Context: an optimization exercise on an open-source flow, tuned for small area, a short achievable clock period and few clock cycles per item. The choices shown serve that exercise and are no tape-out recipe.
No run shown here included a check of the RTL's function; only the layout flow was run.

===== design/flow/design.v =====
module fp_round (
    input  wire              sign,
    input  wire signed [9:0] e,
    input  wire [25:0]       sig,
    input  wire              sticky,
    output wire [31:0]       res
);
    wire        sub  = (e <= 10'sd0);
    wire [9:0]  rsh  = 10'sd1 - e;                      
    wire        big  = (rsh > 10'd26);
    wire [25:0] ssh  = big ? 26'd0 : (sig >> rsh[4:0]);
    wire        slo  = big ? 1'b1 : ((sig & ~({26{1'b1}} << rsh[4:0])) != 0);
    wire [25:0] s    = sub ? ssh : sig;
    wire        st   = sticky | (sub & slo);
    wire [7:0]  eo   = sub ? 8'd0 : e[7:0];
    wire        rup  = s[1] & (s[0] | st | s[2]);
    wire [30:0] mag  = {eo, s[24:2]} + {30'd0, rup};
    wire        ovf  = (e >= 10'sd255);
    assign res = ovf ? {sign, 8'hFF, 23'd0} : {sign, mag};
endmodule
module fp_add_h1 (
    input  wire [31:0] a,
    input  wire [31:0] b,
    output wire [65:0] m
);
    wire a_max = (a[30:23] == 8'hFF);
    wire b_max = (b[30:23] == 8'hFF);
    wire a_nan = a_max && (a[22:0] != 0);
    wire b_nan = b_max && (b[22:0] != 0);
    wire a_inf = a_max && (a[22:0] == 0);
    wire b_inf = b_max && (b[22:0] == 0);
    wire sub   = a[31] ^ b[31];
    wire [1:0] spec = (a_nan || b_nan || (a_inf && b_inf && sub)) ? 2'd1 :
                      (a_inf || b_inf) ? 2'd2 : 2'd0;
    wire       ssgn = a_inf ? a[31] : b[31];
    wire       a_n = (a[30:23] != 0);
    wire       b_n = (b[30:23] != 0);
    wire [7:0] ea  = {a[30:24], a[23] | ~a_n};
    wire [7:0] eb  = {b[30:24], b[23] | ~b_n};
    wire [8:0] dab = {1'b0, ea} - {1'b0, eb};
    wire [8:0] dba = {1'b0, eb} - {1'b0, ea};
    wire        swap = (b[30:0] > a[30:0]);
    wire        sx   = swap ? b[31] : a[31];
    wire [7:0]  ex   = swap ? eb : ea;
    wire [23:0] mx   = swap ? {b_n, b[22:0]} : {a_n, a[22:0]};
    wire [23:0] mz   = swap ? {a_n, a[22:0]} : {b_n, b[22:0]};
    wire [7:0]  d    = swap ? dba[7:0] : dab[7:0];
    wire        d01  = swap ? (dba[7:1] == 0) : (dab[7:1] == 0);
    wire [26:0] zx   = {mz, 3'b000};
    wire        dbig = (d > 8'd26);
    wire [26:0] zal  = dbig ? 27'd0 : (zx >> d[4:0]);
    wire        zst  = dbig ? (mz != 0) : ((zx & ~({27{1'b1}} << d[4:0])) != 0);
    assign m = {spec, ssgn, a[31] & b[31], sx, sub, d01, ex, mx, zal[26:1], zal[0] | zst};
endmodule
module fp_add_h2 (
    input  wire [65:0] m,
    output reg  [31:0] y
);
    wire [1:0]  spec = m[65:64];
    wire        ssgn = m[63];
    wire        zsgn = m[62];
    wire        sx   = m[61];
    wire        sub  = m[60];
    wire        d01  = m[59];
    wire [7:0]  ex   = m[58:51];
    wire [23:0] mx   = m[50:27];
    wire [26:0] zas  = m[26:0];
    wire [26:0] xal  = {mx, 3'b000};
    wire [27:0] sum  = {1'b0, xal} + ({1'b0, zas} ^ {28{sub}}) + {27'd0, sub};
    reg [26:0] fn;
    reg [7:0]  fe;
    always @(*) begin
        if (sum[27]) begin
            fn = {sum[27:2], sum[1] | sum[0]};
            fe = ex + 8'd1;
        end else if (sum[26]) begin
            fn = sum[26:0];
            fe = ex;
        end else if (sub) begin
            fn = {sum[25:0], 1'b0};
            fe = ex - 8'd1;
        end else begin
            fn = sum[26:0];           
            fe = 8'd0;
        end
    end
    wire        rup  = fn[2] & (fn[1] | fn[0] | fn[3]);
    wire [30:0] fmag = {fe, fn[25:3]} + {30'd0, rup};
    wire        fovf = sum[27] && (ex == 8'd254);
    wire [24:0] dn   = {mx, 1'b0} - zas[26:2];
    reg  [4:0]  lz;
    integer i;
    always @(*) begin
        lz = 5'd25;
        for (i = 0; i < 25; i = i + 1)
            if (dn[i]) lz = 5'd24 - i[4:0];
    end
    wire [7:0]  exm1 = ex - 8'd1;
    wire [4:0]  sh   = ({3'd0, lz} > exm1) ? exm1[4:0] : lz;
    wire [24:0] nn   = dn << sh;
    wire [7:0]  ne   = nn[24] ? ex - {3'd0, sh} : 8'd0;
    wire        near = sub & d01 & ~dn[24];
    always @(*) begin
        if (spec == 2'd1)
            y = 32'h7FC00000;
        else if (spec == 2'd2)
            y = {ssgn, 8'hFF, 23'd0};
        else if (near) begin
            if (dn == 25'd0)
                y = {zsgn, 31'd0};
            else
                y = {sx, ne, nn[23:1]};
        end else if (fovf)
            y = {sx, 8'hFF, 23'd0};
        else
            y = {sx, fmag};
    end
endmodule
module fp_mul (
    input  wire [31:0] a,
    input  wire [31:0] b,
    input  wire        na,
    input  wire        nb,
    input  wire [23:0] nm,
    input  wire [4:0]  nlz,
    output reg  [31:0] y
);
    wire a_max  = (a[30:23] == 8'hFF);
    wire b_max  = (b[30:23] == 8'hFF);
    wire a_nan  = a_max && (a[22:0] != 0);
    wire b_nan  = b_max && (b[22:0] != 0);
    wire a_inf  = a_max && (a[22:0] == 0);
    wire b_inf  = b_max && (b[22:0] == 0);
    wire a_n    = (a[30:23] != 0);
    wire b_n    = (b[30:23] != 0);
    wire a_zero = ~a_n && (a[22:0] == 0);
    wire b_zero = ~b_n && (b[22:0] == 0);
    wire tiny   = ~a_n && ~b_n;        
    wire sgn    = a[31] ^ b[31];
    wire [23:0] ma   = na ? nm : {a_n, a[22:0]};
    wire [23:0] mb   = nb ? nm : {b_n, b[22:0]};
    wire [47:0] prod = ma * mb;
    wire signed [9:0] e0 = $signed({2'd0, a[30:24], a[23] | ~a_n}) + $signed({2'd0, b[30:24], b[23] | ~b_n})
                         - $signed({5'd0, nlz}) - 10'sd127;
    wire        hi  = prod[47];
    wire [25:0] sig = hi ? prod[47:22] : prod[46:21];
    wire        st  = hi ? (prod[21:0] != 0) : (prod[20:0] != 0);
    wire signed [9:0] e = hi ? e0 + 10'sd1 : e0;
    wire [31:0] rnd;
    fp_round u_round (.sign(sgn), .e(e), .sig(sig), .sticky(st), .res(rnd));
    always @(*) begin
        if (a_nan || b_nan || (a_zero && b_inf) || (a_inf && b_zero))
            y = 32'h7FC00000;
        else if (a_inf || b_inf)
            y = {sgn, 8'hFF, 23'd0};
        else if (a_zero || b_zero || tiny)
            y = {sgn, 31'd0};
        else
            y = rnd;
    end
endmodule
module fp_div (
    input  wire        clk,
    input  wire        rst,
    input  wire        pre,
    input  wire [31:0] bin,
    input  wire        start,
    input  wire [31:0] a,
    input  wire [31:0] b,
    output wire        done,
    output wire [31:0] y
);
    reg               a_sign;
    reg        [7:0]  a_exp;
    reg               a_mz;         
    reg        [1:0]  spec;         
    reg signed [9:0]  adj;          
    reg        [29:0] ws, wc;       
    reg        [23:0] dvs;          
    reg        [23:0] qp, qn;       
    reg        [3:0]  qr;           
    reg               cnt;          
    reg               norm;         
    reg               tap;          
    reg               first;
    reg               busy;
    wire b_n    = (b[30:23] != 0);
    wire a_max  = (a_exp == 8'hFF);
    wire b_max  = (b[30:23] == 8'hFF);
    wire a_nan  = a_max && !a_mz;
    wire b_nan  = b_max && (b[22:0] != 0);
    wire a_inf  = a_max && a_mz;
    wire b_inf  = b_max && (b[22:0] == 0);
    wire a_zero = (a_exp == 0) && a_mz;
    wire b_zero = (b[30:0] == 0);
    reg [1:0] spec_now;
    always @(*) begin
        if (a_nan || b_nan || (a_zero && b_zero) || (a_inf && b_inf))
            spec_now = 2'd1;
        else if (a_inf || b_zero)
            spec_now = 2'd2;
        else if (a_zero || b_inf)
            spec_now = 2'd3;
        else
            spec_now = 2'd0;
    end
    wire        a_n = (a[30:23] != 0);
    wire        nrm = ws[23] & dvs[23];
    wire [29:0] d1  = {4'd0, dvs, 2'b00};       
    wire [29:0] d2  = {3'd0, dvs, 3'b000};      
    reg signed [6:0] m2, m1, m0, mn1;
    always @(*) begin
        case (dvs[22:20])
            3'd0: begin m2 = 12; m1 = 3; m0 = -5; mn1 = -13; end
            3'd1: begin m2 = 14; m1 = 4; m0 = -6; mn1 = -15; end
            3'd2: begin m2 = 15; m1 = 4; m0 = -6; mn1 = -16; end
            3'd3: begin m2 = 16; m1 = 4; m0 = -7; mn1 = -18; end
            3'd4: begin m2 = 18; m1 = 5; m0 = -8; mn1 = -20; end
            3'd5: begin m2 = 19; m1 = 5; m0 = -8; mn1 = -21; end
            3'd6: begin m2 = 20; m1 = 5; m0 = -9; mn1 = -23; end
            3'd7: begin m2 = 22; m1 = 6; m0 = -10; mn1 = -25; end
            default: begin m2 = 0; m1 = 0; m0 = 0; mn1 = 0; end
        endcase
    end
    reg [9:0] nk2, nk1, nkn1, nkn2;
    always @(posedge clk) begin
        nk2  <= -({1'b0, dvs[23:15]} + {9'd0, dvs[14:0] != 15'd0});
        nk1  <= -({2'b0, dvs[23:16]} + {9'd0, dvs[15:0] != 16'd0});
        nkn1 <= {2'b0, dvs[23:16]};
        nkn2 <= {1'b0, dvs[23:15]};
    end
    function [3:0] qsel;         
        input signed [7:0] e;
        reg p2, p1, n2, n1;
        begin
            p2 = (e >= m2);
            p1 = ~p2 & (e >= m1);
            n2 = (e < mn1);
            n1 = ~n2 & (e < m0);
            qsel = {p2, p1, n1, n2};
        end
    endfunction
    function [63:0] step;
        input [29:0] s, c;
        input [3:0]  q;
        reg [29:0] s4, c4, x, so, co;
        reg [9:0]  e0, ep2, ep1, en1, en2, e;
        begin
            s4 = {s[27:0], 2'b00};
            c4 = {c[27:0], 2'b00};
            x  = ({30{q[3]}} & ~d2) | ({30{q[2]}} & ~d1) | ({30{q[1]}} & d1) | ({30{q[0]}} & d2);
            so = s4 ^ c4 ^ x;
            co = {((s4 & c4) | (s4 & x) | (c4 & x)), 1'b0} | {29'd0, q[3] | q[2]};
            e0  = s[25:16] + c[25:16];
            ep2 = s[25:16] + c[25:16] + nk2;
            ep1 = s[25:16] + c[25:16] + nk1;
            en1 = s[25:16] + c[25:16] + nkn1;
            en2 = s[25:16] + c[25:16] + nkn2;
            e   = q[3] ? ep2 : q[2] ? ep1 : q[1] ? en1 : q[0] ? en2 : e0;
            step = {qsel(e[9:2]), so, co};
        end
    endfunction
    reg  [29:0] s, c, s_2, c_2;
    reg  [3:0]  q, q_2;
    reg  [33:0] p, n;
    reg  [27:0] p_2, n_2;
    integer j;
    always @(*) begin
        s = ws;
        c = wc;
        q = qr;
        p = {10'd0, qp};
        n = {10'd0, qn};
        s_2 = 30'd0; c_2 = 30'd0; q_2 = 4'd0; p_2 = 28'd0; n_2 = 28'd0;
        for (j = 0; j < 5; j = j + 1) begin
            p = {p[31:0], q[3], q[2]};
            n = {n[31:0], q[0], q[1]};
            {q, s, c} = step(s, c, q);
            if (j == 1) begin
                s_2 = s; c_2 = c; q_2 = q; p_2 = p[27:0]; n_2 = n[27:0];
            end
        end
    end
    wire fast = a_n & dvs[23];
    wire [29:0] lw0 = {6'd0, 1'b1, a[22:0]};
    reg  [29:0] ls, lc;
    reg  [3:0]  lq;
    reg  [3:0]  lp, ln;
    integer l;
    always @(*) begin
        ls = lw0;
        lc = 30'd0;
        lq = qsel(lw0[27:20]);
        lp = 4'd0;
        ln = 4'd0;
        for (l = 0; l < 2; l = l + 1) begin
            lp = {lp[1:0], lq[3], lq[2]};
            ln = {ln[1:0], lq[0], lq[1]};
            {lq, ls, lc} = step(ls, lc, lq);
        end
    end
    always @(posedge clk) begin
        if (pre)
            dvs <= {bin[30:23] != 0, bin[22:0]};
        if (rst) begin
            busy <= 1'b0;
        end else if (start) begin
            a_sign <= a[31];
            a_exp  <= a[30:23];
            a_mz   <= (a[22:0] == 23'd0);
            adj    <= 10'sd0;
            first  <= 1'b1;
            busy   <= 1'b1;
            cnt    <= 1'b0;
            norm   <= ~fast;
            tap    <= 1'b0;
            if (fast) begin
                ws <= ls;
                wc <= lc;
                qr <= lq;
                qp <= {20'd0, lp};
                qn <= {20'd0, ln};
            end else begin
                ws <= {6'd0, a_n, a[22:0]};
                wc <= 30'd0;
                qp <= 24'd0;
                qn <= 24'd0;
            end
        end else if (busy) begin
            if (first) begin
                first <= 1'b0;
                spec  <= spec_now;
                if (spec_now != 2'd0)
                    busy <= 1'b0;
            end
            if (norm) begin
                if (!nrm) begin
                    if (!ws[23])
                        ws <= ws << 1;
                    if (!dvs[23])
                        dvs <= dvs << 1;
                    adj <= adj - {9'd0, ~ws[23]} + {9'd0, ~dvs[23]};
                end else begin
                    qr   <= qsel(ws[27:20]);
                    norm <= 1'b0;
                    tap  <= 1'b1;
                end
            end else if (tap) begin
                ws  <= s_2;
                wc  <= c_2;
                qr  <= q_2;
                qp  <= p_2[23:0];
                qn  <= n_2[23:0];
                tap <= 1'b0;
            end else begin
                ws  <= s;
                wc  <= c;
                qr  <= q;
                qp  <= p[23:0];
                qn  <= n[23:0];
                cnt <= 1'b1;
                if (cnt)
                    busy <= 1'b0;
            end
        end
    end
    assign done = ~busy;
    wire [29:0] w   = s_2 + c_2;
    wire [29:0] nd1 = ~d1 + 30'd1;
    wire        neg = w[29];
    wire [27:0] quo = p_2 + ~n_2 + {27'd0, ~neg};    
    wire        rz  = (w == (neg ? nd1 : 30'd0));
    wire        hi  = quo[26];
    wire [25:0] sig = hi ? quo[26:1] : quo[25:0];
    wire        stk = ~rz | (hi & quo[0]);
    wire signed [9:0] e = $signed({2'd0, a_exp[7:1], a_exp[0] | (a_exp == 0)})
                        - $signed({2'd0, b[30:24], b[23] | ~b_n}) + adj
                        + (hi ? 10'sd127 : 10'sd126);
    wire [31:0] rnd;
    fp_round u_round (
        .sign  (a_sign ^ b[31]),
        .e     (e),
        .sig   (sig),
        .sticky(stk),
        .res   (rnd)
    );
    assign y = (spec == 2'd1) ? 32'h7FC00000 :
               (spec == 2'd2) ? {a_sign ^ b[31], 8'hFF, 23'd0} :
               (spec == 2'd3) ? {a_sign ^ b[31], 31'd0} : rnd;
endmodule
module pid_eval (
    input  wire        clk,
    input  wire        rst,
    input  wire        start,
    input  wire [31:0] sp,
    input  wire [31:0] meas,
    input  wire [31:0] kp,
    input  wire [31:0] ki,
    input  wire [31:0] kd,
    input  wire [31:0] bias,
    input  wire [31:0] dt,
    output wire        ready,
    output reg         done,
    output wire [31:0] out,
    output wire [31:0] integral,
    output wire [31:0] prev_err
);
    localparam IDLE = 0,    
               ERR  = 1,    
               DE   = 2,    
               INT  = 3,    
               I    = 4,    
               PI   = 5,    
               D    = 6,    
               PID  = 7,    
               OUT  = 8;    
    reg [8:0]  st;
    reg [31:0] r_kp, r_ki, r_kd, r_bias, r_dt;
    reg [31:0] ra, rb;
    reg [31:0] r_int, r_prev;
    reg [65:0] mid;
    wire [31:0] add_y;
    wire [31:0] h1_a = st[IDLE] ? sp :
                       st[INT]  ? r_int :
                       st[D]    ? ra : add_y;
    wire [31:0] h1_b = st[IDLE] ? {~meas[31], meas[30:0]} :
                       st[ERR]  ? {~r_prev[31], r_prev[30:0]} :
                       st[PID]  ? r_kp :
                       st[OUT]  ? r_bias : rb;
    wire [65:0] h1_m;
    fp_add_h1 u_add1 (.a(h1_a), .b(h1_b), .m(h1_m));
    fp_add_h2 u_add2 (.m(mid), .y(add_y));
    wire [31:0] mul_a = st[DE]  ? r_dt :
                        st[INT] ? r_kp :
                        st[PI]  ? r_ki : r_kd;
    wire [31:0] mul_b = (st[DE] | st[INT]) ? ra :
                        st[PI]               ? r_int : r_kp;
    reg         nsa, nsb;
    reg  [23:0] nm;
    reg  [4:0]  nlz;
    wire [31:0] mul_y;
    fp_mul u_mul (.a(mul_a), .b(mul_b), .na(nsa), .nb(nsb), .nm(nm), .nlz(nlz), .y(mul_y));
    wire a_sub = (mul_a[30:23] == 8'd0) && (mul_a[22:0] != 23'd0);
    wire b_sub = (mul_b[30:23] == 8'd0) && (mul_b[22:0] != 23'd0);
    wire stall = (st[DE] | st[INT] | st[PI] | st[D]) & (a_sub ^ b_sub) & ~((nsa | nsb) & nm[23]);
    wire        div_done;
    wire [31:0] div_y;
    fp_div u_div (
        .clk  (clk),
        .rst  (rst),
        .pre  (st[IDLE] & start),
        .bin  (dt),
        .start(st[DE] & ~dstarted),
        .a    (add_y),
        .b    (r_dt),
        .done (div_done),
        .y    (div_y)
    );
    assign ready    = st[IDLE];
    assign out      = add_y;
    assign integral = r_int;
    assign prev_err = r_prev;
    wire adv = ~stall & (~st[PI] | div_done);
    reg dstarted;
    always @(posedge clk) begin
        done <= 1'b0;
        mid      <= h1_m;
        dstarted <= st[DE];
        if (rst) begin
            st     <= 9'd1 << IDLE;
            r_int  <= 32'd0;
            r_prev <= 32'd0;
            nsa    <= 1'b0;
            nsb    <= 1'b0;
        end else begin
            if (stall) begin
                if (!(nsa | nsb)) begin
                    nm  <= {1'b0, a_sub ? mul_a[22:0] : mul_b[22:0]} << 1;
                    nlz <= 5'd1;
                    nsa <= a_sub;
                    nsb <= b_sub;
                end else begin
                    nm  <= nm << 1;
                    nlz <= nlz + 5'd1;
                end
            end else begin
                nsa <= 1'b0;
                nsb <= 1'b0;
                nlz <= 5'd0;
            end
            if (st[IDLE] & start) begin
                r_kp   <= kp;
                r_ki   <= ki;
                r_kd   <= kd;
                r_bias <= bias;
                r_dt   <= dt;
            end
            if (adv) begin
                if (st[ERR])           ra <= add_y;
                if (st[INT])           ra <= mul_y;
                if (st[DE] | st[PI])   rb <= mul_y;
                if (st[PI])            r_kp <= div_y;
                if (st[D])             r_kp <= mul_y;
                if (st[I])             r_int <= add_y;
                if (st[DE])            r_prev <= ra;
                if (st[OUT])           done <= 1'b1;
                if (st[IDLE])
                    st <= start ? (9'd1 << ERR) : (9'd1 << IDLE);
                else if (st[OUT])
                    st <= 9'd1 << IDLE;
                else
                    st <= st << 1;
            end
        end
    end
endmodule

===== design/flow/run.sh =====
#!/bin/bash
# synth_recipe.tcl (not shown) runs the flow's synth.tcl, then flattens the netlist and writes it again
# the make line also repeats each setting of config.mk as NAME=value (left out here)
make -C /OpenROAD-flow-scripts/flow DESIGN_CONFIG=/design/flow/config.mk WORK_HOME=/design/flow/orfs CLKGATE_MAP_FILE= SYNTH_SCRIPT=/design/flow/synth_recipe.tcl finish

===== design/flow/config.mk =====
export PLATFORM = sky130hd
export DESIGN_NAME = pid_eval
export DESIGN_NICKNAME = pid_eval
export VERILOG_FILES = /design/flow/design.v
export SDC_FILE = /design/flow/constraint.sdc
export NUM_CORES = 4
export LEC_CHECK = 0
export ABC_AREA = 1
export CAP_MARGIN = 20
export CORE_MARGIN = 2
export CORE_UTILIZATION = 40
export SETUP_SLACK_MARGIN = 5
export SLEW_MARGIN = 20
export TNS_END_PERCENT = 5

===== design/flow/constraint.sdc =====
create_clock -name core_clock -period 20.0 [get_ports {clk}]
set_input_delay 4.0000 -clock core_clock [delete_from_list [all_inputs] [get_ports {clk}]]
set_output_delay 4.0000 -clock core_clock [all_outputs]
set_load 0.01 [all_outputs]

==> results of run 1 <==
-- cell families after synthesis --
group / synth area share, %
adders and majority gates: 25.55
buffers and inverters: 11.32
xor gates and xnor gates: 4.533
muxes: 0.3577
DFF: 17.48
and+or+nand+nor: 23.16
AOI/OAI and AO/OA: 17.59
-- worst max-delay path: cells and delay by family, from the launching register on --
kind                       cells  cell delay (ns)
AOI/OAI and AO/OA             20             4.00
adders and majority gates     10             3.63
buffers and inverters         17             2.77
and+or+nand+nor               29             2.69
xor gates and xnor gates       2             0.60
DFF                            1             0.41
-- worst paths after layout --
path / start / to / slack, ns
worst max-delay path: u_div.ws[16] / u_div.ws[21] / 5.45
worst min-delay path: r_prev[1] / r_prev[1] / 0.49
worst max register to register: u_div.ws[16] / u_div.ws[21] / 5.45
worst min register to register: r_prev[1] / r_prev[1] / 0.49
-- repair_timing --
item / 4_1_cts / 5_1_grt
gates cloned: 10 / 8
resized for setup: 194 / 331
buffers inserted: 62 / 140
pin swaps: 46 / 112
setup endpoints to repair: 148 / 149
-- stage by stage --
step	hold slack, ns	worst slack [ns]	area [um2]
final	0.4904	5.446	102700
after global routing	0.5166	4.772	102700
after CTS	0.4900	4.863	99920
after detailed placement	0.4829	1.772	95850
after global placement	0.4671	2.018	95840
after floorplan	0.3290	5.041	89540
-- state kept, by name (all words and copies together) (netlist names), 28 cells and up --
name      cells
mid          66
u_div.ws     28
r_prev       32
r_int        32
r_ki         32
ra           32
rb           32
r_bias       32
r_kp         32
r_dt         32
r_kd         32
-- metal layers --
layer / wire length [um] / GRT usage [%] / part of all wire (%)
met2: 174800 / 51.83 / 42
met1: 159800 / 44.50 / 38
met3: 50050 / 10.13 / 12
met4: 35090 / 24.56 / 8.4
met5: 208 / 0 / 0.050
-- layout by cell type (no fill, tap or decap), drive strengths merged, types with 255 or more instances in the layout --
master,instances
inv,1933
ha,830
edfxtp,380
xor2,255
nand2,3033
a21oi,734
nand3,580
nor2,871
buf,446
fa,624
o21ai,973
clkdlybuf4s50,323
-- final cells by class --
type | instances | area, um2 | share of cell area [%]
timing repair buffer | 771 | 6880 | 6.699
clock buffer | 107 | 2183 | 2.126
inverter | 1995 | 7669 | 7.467
timing repair inverter | 9 | 60.06 | 0.05848
clock inverter | 39 | 500.5 | 0.4873
tap | 2975 | 3722 | 3.624
multi-input combinational | 9525 | 65950 | 64.21
sequential | 592 | 15670 | 15.26
antenna | 28 | 70.07 | 0.06822
==> results by group, run 1 <==
Routing
  – DR DRC count: 0
  – DRT Pass-1 Iters: 7
  – DRT Wirelength: 419.9 mm
  – Post-DR vias/cell: 5.799
  – Initial detailed-routing violation count: 12100
  – Routed Antenna Nets: 0
  – DR vias: 93030
  – Wire per inst: 26.18 um

Final layout
  – Filler Cell Count: 22900
  – Layout cells sized above 1: 9.679%
  – Final core occ: 46.20%
  – Area grow syn2layout: 14.70%
  – Nets: 14650
  – Non-filler cells, final: 16040

CTS
  – CTS Buf Count: 78
  – CTS Sinks: 592
  – Hold buffer count at CTS: 0
  – Longest Clk Path Bufs: 3
  – CTS Root Cell: clkbuf_16
  – CTS clk-pin slew, worst paths: 0.06 ns
  – H-Tree Depth: 3
  – Clock latency (worst-skew pair): 0.78 ns
  – CTS tree: built

Synth
  – Ys async rst share: 0%
  – Dominant synthesized flop cell: edfxtp_1
  – Register area share after synthesis: 17.48%
  – Area leader, netlist: fa_1
  – Syn Area/Cell: 7.064 um2
  – Commonest cells in the netlist: 2972 x nand2_1, 1889 x inv_1, 847 x nor2_1
  – Most frequent cell after synthesis: nand2_1
  – Post-Syn Area: 0.08954 mm2
  – Synth warn: 4
  – Syn_nets: 14360
  – Number of enable flip-flop cells after synthesis: 380
  – Largest cells by area after synthesis: fa_1 14%, edfxtp_1 13%, nand2_1 12%, ha_1 12%, inv_1 7.9%
  – Count of cell types in the netlist: 98
  – Synth Register Bits: 592
  – Top cell type's share of synthesized area: 13.95%
  – Synth Instances: 12680

Setup path
  – CP max FO: 23
  – CP arrival: 14.96 ns
  – CP max stage delay: 0.74 ns
  – Slowest-stage cell, CP: a221oi_1
  – Worst setup path class: reg2reg
  – R2R cell count: 78
  – Critical path's most frequent cell: nand2_1
  – Worst Path Required: 20.41 ns
  – Crit start category: flop
  – CP Capture Type: flop

Min path
  – Worst hold path depth: 2
  – Hold Crit Class: reg2reg

Place
  – Cell total after placement: 15650
  – HPWL Detailed: 328.1 mm
  – GPL Wtd Cong: 1.083
  – IO Port Bufs: 324

GRT
  – Global Route Usage Sum: 35.31%
  – Number of global-route vias before repair: 85380
  – First-pass GRT wire length: 595.0 mm
  – Initial antenna violation count: 45
  – Grt ovf: 0
  – Largest net degree at the start of global routing: 70

Timing
  – Clk_skew: 0.08647 ns
  – Final hold violation count: 0
  – Setup TNS: 0 ns
  – Setup Viol. Count Final: 0
  – Part of the cycle the worst path needs: 72.77%
  – Slew headroom: 16.75%
  – Unrepaired setup endpoints after global routing: yes
  – Worst-margin pin slew: 1.236 ns
  – Max Freq: 68.71 MHz
  – Final Max Slew Viols: 0
  – Tmin final: 14.55 ns

Job
  – Max_cap viols: 0

Die
  – Core Region: 0.2223 mm2
  – Die Area: 0.2277 mm2
  – DIE WIDTH: 477.1 um
  – Initial Util: 40.28%
  – Die Height: 477.1 um
  – Rows: 173
  – # IOs: 325

Status
  – Status: timing/DRC/antenna clean
==> run 2: changes to the inputs <==
--- a/design/flow/design.v
+++ b/design/flow/design.v
@@ -244,19 +244,15 @@
         input [29:0] s, c;
         input [3:0]  q;
         reg [29:0] s4, c4, x, so, co;
-        reg [9:0]  e0, ep2, ep1, en1, en2, e;
+        reg [9:0]  k, e;
         begin
             s4 = {s[27:0], 2'b00};
             c4 = {c[27:0], 2'b00};
             x  = ({30{q[3]}} & ~d2) | ({30{q[2]}} & ~d1) | ({30{q[1]}} & d1) | ({30{q[0]}} & d2);
             so = s4 ^ c4 ^ x;
             co = {((s4 & c4) | (s4 & x) | (c4 & x)), 1'b0} | {29'd0, q[3] | q[2]};
-            e0  = s[25:16] + c[25:16];
-            ep2 = s[25:16] + c[25:16] + nk2;
-            ep1 = s[25:16] + c[25:16] + nk1;
-            en1 = s[25:16] + c[25:16] + nkn1;
-            en2 = s[25:16] + c[25:16] + nkn2;
-            e   = q[3] ? ep2 : q[2] ? ep1 : q[1] ? en1 : q[0] ? en2 : e0;
+            k   = ({10{q[3]}} & nk2) | ({10{q[2]}} & nk1) | ({10{q[1]}} & nkn1) | ({10{q[0]}} & nkn2);
+            e   = s[25:16] + c[25:16] + k;
             step = {qsel(e[9:2]), so, co};
         end
     endfunction
==> run 2 against run 1 <==
- still clean
- routed wire length increased by 6.2%
- critical path depth increased by 13
- synthesized area shrank 6.6%
- sequential cell count unchanged
==> results by group, run 2 <==
Status
  – Status: timing/DRC/antenna clean (unchanged)

Min path
  – Hold Crit Class: reg2reg (unchanged)

CTS
  – CTS Sinks: 592 (unchanged)
  – CTS Buf Count: 78 (unchanged)
  – CTS Root Cell: clkbuf_16 (unchanged)
  – CTS tree: built (unchanged)
  – Clock latency (worst-skew pair): 0.75 ns (was 0.78 ns)
  – Longest Clk Path Bufs: 3 (unchanged)
  – H-Tree Depth: 3 (unchanged)
  – CTS clk-pin slew, worst paths: 0.06 ns (about the same)

Timing
  – Final Max Slew Viols: 0 (unchanged)
  – Unrepaired setup endpoints after global routing: yes (unchanged)
  – Part of the cycle the worst path needs: 83.96% (was 72.77%)
  – Hold_ws: 0.4992 ns (was 0.4904 ns)
  – Tmin final: 16.79 ns (was 14.55 ns)
  – Setup TNS: 0 ns (unchanged)
  – Setup Viol. Count Final: 0 (unchanged)
  – Final hold violation count: 0 (unchanged)
  – Slew headroom: 6.638% (was 16.75%)
  – Final worst slack: 3.208 ns (was 5.446 ns)
  – Max Freq: 59.55 MHz (was 68.71 MHz)
  – Clk_skew: 0.04742 ns (was 0.08647 ns)
  – Worst-margin pin slew: 1.388 ns (was 1.236 ns)

Synth
  – Synth Register Bits: 592 (unchanged)
  – Post-Syn Area: 0.08359 mm2 (was 0.08954 mm2)
  – Synth Instances: 11800 (was 12680)
  – Largest cells by area after synthesis: fa_1 16%, edfxtp_1 14%, nand2_1 12%, ha_1 9.7%, inv_1 8.0% (was fa_1 14%, edfxtp_1 13%, nand2_1 12%, ha_1 12%, inv_1 7.9%)
  – Number of enable flip-flop cells after synthesis: 380 (unchanged)
  – Top cell type's share of synthesized area: 16.09% (was 13.95%)
  – Commonest cells in the netlist: 2717 x nand2_1, 1790 x inv_1, 840 x nor2_1 (was 2972 x nand2_1, 1889 x inv_1, 847 x nor2_1)
  – Area leader, netlist: fa_1 (unchanged)
  – Syn_nets: 13340 (was 14360)
  – Ys async rst share: 0% (unchanged)
  – Syn Area/Cell: 7.086 um2 (was 7.064 um2)
  – Synth warn: 4 (unchanged)
  – Most frequent cell after synthesis: nand2_1 (unchanged)
  – Dominant synthesized flop cell: edfxtp_1 (unchanged)
  – Register area share after synthesis: 18.73% (was 17.48%)
  – Count of cell types in the netlist: 80 (was 98)

GRT
  – Grt ovf: 0 (unchanged)
  – Number of global-route vias before repair: 85260 (was 85380)
  – GR Util met2: 62.38% (was 51.83%)
  – GR peak layer: met2 (unchanged)
  – Largest net degree at the start of global routing: 90 (was 70)
  – Met3 Track Usage GR: 9.138% (was 10.13%)
  – First-pass GRT wire length: 627.6 mm (was 595.0 mm)
  – Met1 Usage GRT: 50.74% (was 44.50%)
  – Initial antenna violation count: 30 (was 45)
  – Global Route Usage Sum: 41.17% (was 35.31%)

Routing
  – DRT Wirelength: 446.2 mm (was 419.9 mm)
  – Post-DR vias/cell: 6.001 (was 5.799)
  – Initial detailed-routing violation count: 11660 (was 12100)
  – Routed Antenna Nets: 0 (unchanged)
  – DR DRC count: 0 (unchanged)
  – DR vias: 89280 (was 93030)
  – DRT Pass-1 Iters: 6 (was 7)
  – Wire per inst: 29.99 um (was 26.18 um)

Place
  – Pre-CTS setup slack: 0.9063 ns (was 1.772 ns)
  – IO Port Bufs: 324 (unchanged)
  – HPWL Detailed: 355.5 mm (was 328.1 mm)
  – GPL Wtd Cong: 1.078 (was 1.083)

Die
  – Core Region: 0.2075 mm2 (was 0.2223 mm2)
  – Die Area: 0.2127 mm2 (was 0.2277 mm2)
  – Rows: 167 (was 173)
  – Die Height: 461.1 um (was 477.1 um)
  – Initial Util: 40.29% (was 40.28%)
  – # IOs: 325 (unchanged)
  – DIE WIDTH: 461.1 um (was 477.1 um)

Final layout
  – Commonest cells after routing, fill and taps aside: 2682 x nand2_1, 1762 x inv_1, 815 x nor2_1 (was 2917 x nand2_1, 1851 x inv_1, 810 x nor2_1, 810 x o21ai_0, 792 x ha_1)
  – Nets: 13550 (was 14650)
  – Number of flip-flops in the largest register: 66 (unchanged)
  – Filler Cell Count: 21310 (was 22900)
  – Largest reg by FF count: mid (unchanged)
  – Multi-input logic area: 0.06018 mm2 (was 0.06595 mm2)
  – Final core occ: 45.96% (was 46.20%)
  – Register Area: 0.01567 mm2 (about the same)
  – Area grow syn2layout: 14.07% (was 14.70%)
  – Layout cells sized above 1: 8.177% (was 9.679%)
  – Most common cell after layout, fill and taps aside: nand2_1 (unchanged)

Setup path
  – CP Capture Type: flop (unchanged)
  – Crit start category: flop (unchanged)
  – CP max stage delay: 0.57 ns (was 0.74 ns)
  – Worst setup path class: reg2reg (unchanged)
  – CP arrival: 17.26 ns (was 14.96 ns)
  – Worst Path Required: 20.47 ns (was 20.41 ns)
  – Slowest-stage cell, CP: fa_1 (was a221oi_1)
  – CP max FO: 7 (was 23)

Job
  – Max_cap viols: 0 (unchanged)
run 2: cell types whose count changed after synthesis, moves of 39 or more:
cell     delta
inv_1      -99
xnor2_1   -107
nand2_1   -255
ha_1      -183
a21o_1     -88
or2_2      -39
fa_1       +48
run 2: final cells by class:
cell class	count	area share, %
multi-input combinational	8771	63.11
sequential	592	16.43
inverter	1886	7.561
timing repair buffer	674	6.393
tap	2788	3.658
clock buffer	104	2.279
clock inverter	42	0.4986
antenna	19	0.04986
timing repair inverter	2	0.01706
run 2: cells by family (layout without fill, tap and decap cells):
group / after synthesis / in the layout / synth area share (%)
other: 0 / 19 / 0
AOI/OAI and AO/OA: 2534 / 2534 / 17.74
xor gates and xnor gates: 332 / 332 / 3.524
muxes: 27 / 27 / 0.3233
buffers and inverters: 2435 / 2708 / 11.19
DFF: 592 / 592 / 18.73
adders and majority gates: 1319 / 1319 / 25.78
and+or+nand+nor: 4558 / 4559 / 22.71
run 2: final timing paths:
kind | start | to | slack [ns] | cells past startpoint
setup reg to reg | u_div.qr[3] | u_div.qr[3] | 3.21 | 91
hold / removal | r_prev[0] | r_prev[0] | 0.50 | 2
setup / recovery | u_div.qr[3] | u_div.qr[3] | 3.21 | 91
hold reg to reg | r_prev[0] | r_prev[0] | 0.50 | 2
run 2: routing by layer:
layer	part of all wire [%]	wire, um
met1	37	167200
met2	43	190700
met3	10	45220
met4	9.6	42890
met5	0.031	140
run 2: repair_timing:
action                     CTS  global route
gates resized for setup    228           125
buffers inserted            74            25
pin swaps                   86            87
setup endpoints to repair  152           157
gates cloned                 5             1
hold buffers                 0             0
run 2: worst max-delay path, delay by kind of cell, from the launching register on:
| family | cells | cell delay, ns |
|---|---|---|
| adder cells (fa/ha/maj) | 12 | 4.74 |
| AND/OR/NAND/NOR | 35 | 4.54 |
| AO/OA/AOI/OAI | 27 | 3.85 |
| XOR/XNOR | 6 | 1.62 |
| buffers and inverters | 11 | 1.27 |
| flip-flops | 1 | 0.51 |
run 2: through the flow:
step | instances | area, um2
after global routing | 14870 | 95320
after global placement | 14610 | 90320
final | 14880 | 95350
after floorplan | 11800 | 83960
after CTS | 14830 | 94550
after detailed placement | 14610 | 90330

[re-timing with driven ports]
The results above use ideal ports. As a check the final layouts listed here were re-extracted and re-timed, cells and wires unchanged. Step 1: set_driving_cell puts a clkbuf_16 on clk and a buf_2 on each other input, an assumption about the parent block. Step 2 moves the port delays by t, midway between the first and last clock arrival at a register: inputs arrive t later, outputs are due t later. That takes back most of the time a late clock gives input paths. Slacks: ideal / step 1 / step 2; pairs: ideal / step 1.
run	shift t [ns]	slack for setup (ns)	cell pins on the clock port's net
run 1	0.819	5.446 / 5.446 / 5.446	1
run 2	0.827	3.208 / 3.208 / 3.208	1
After both steps every run listed still meets setup and hold.
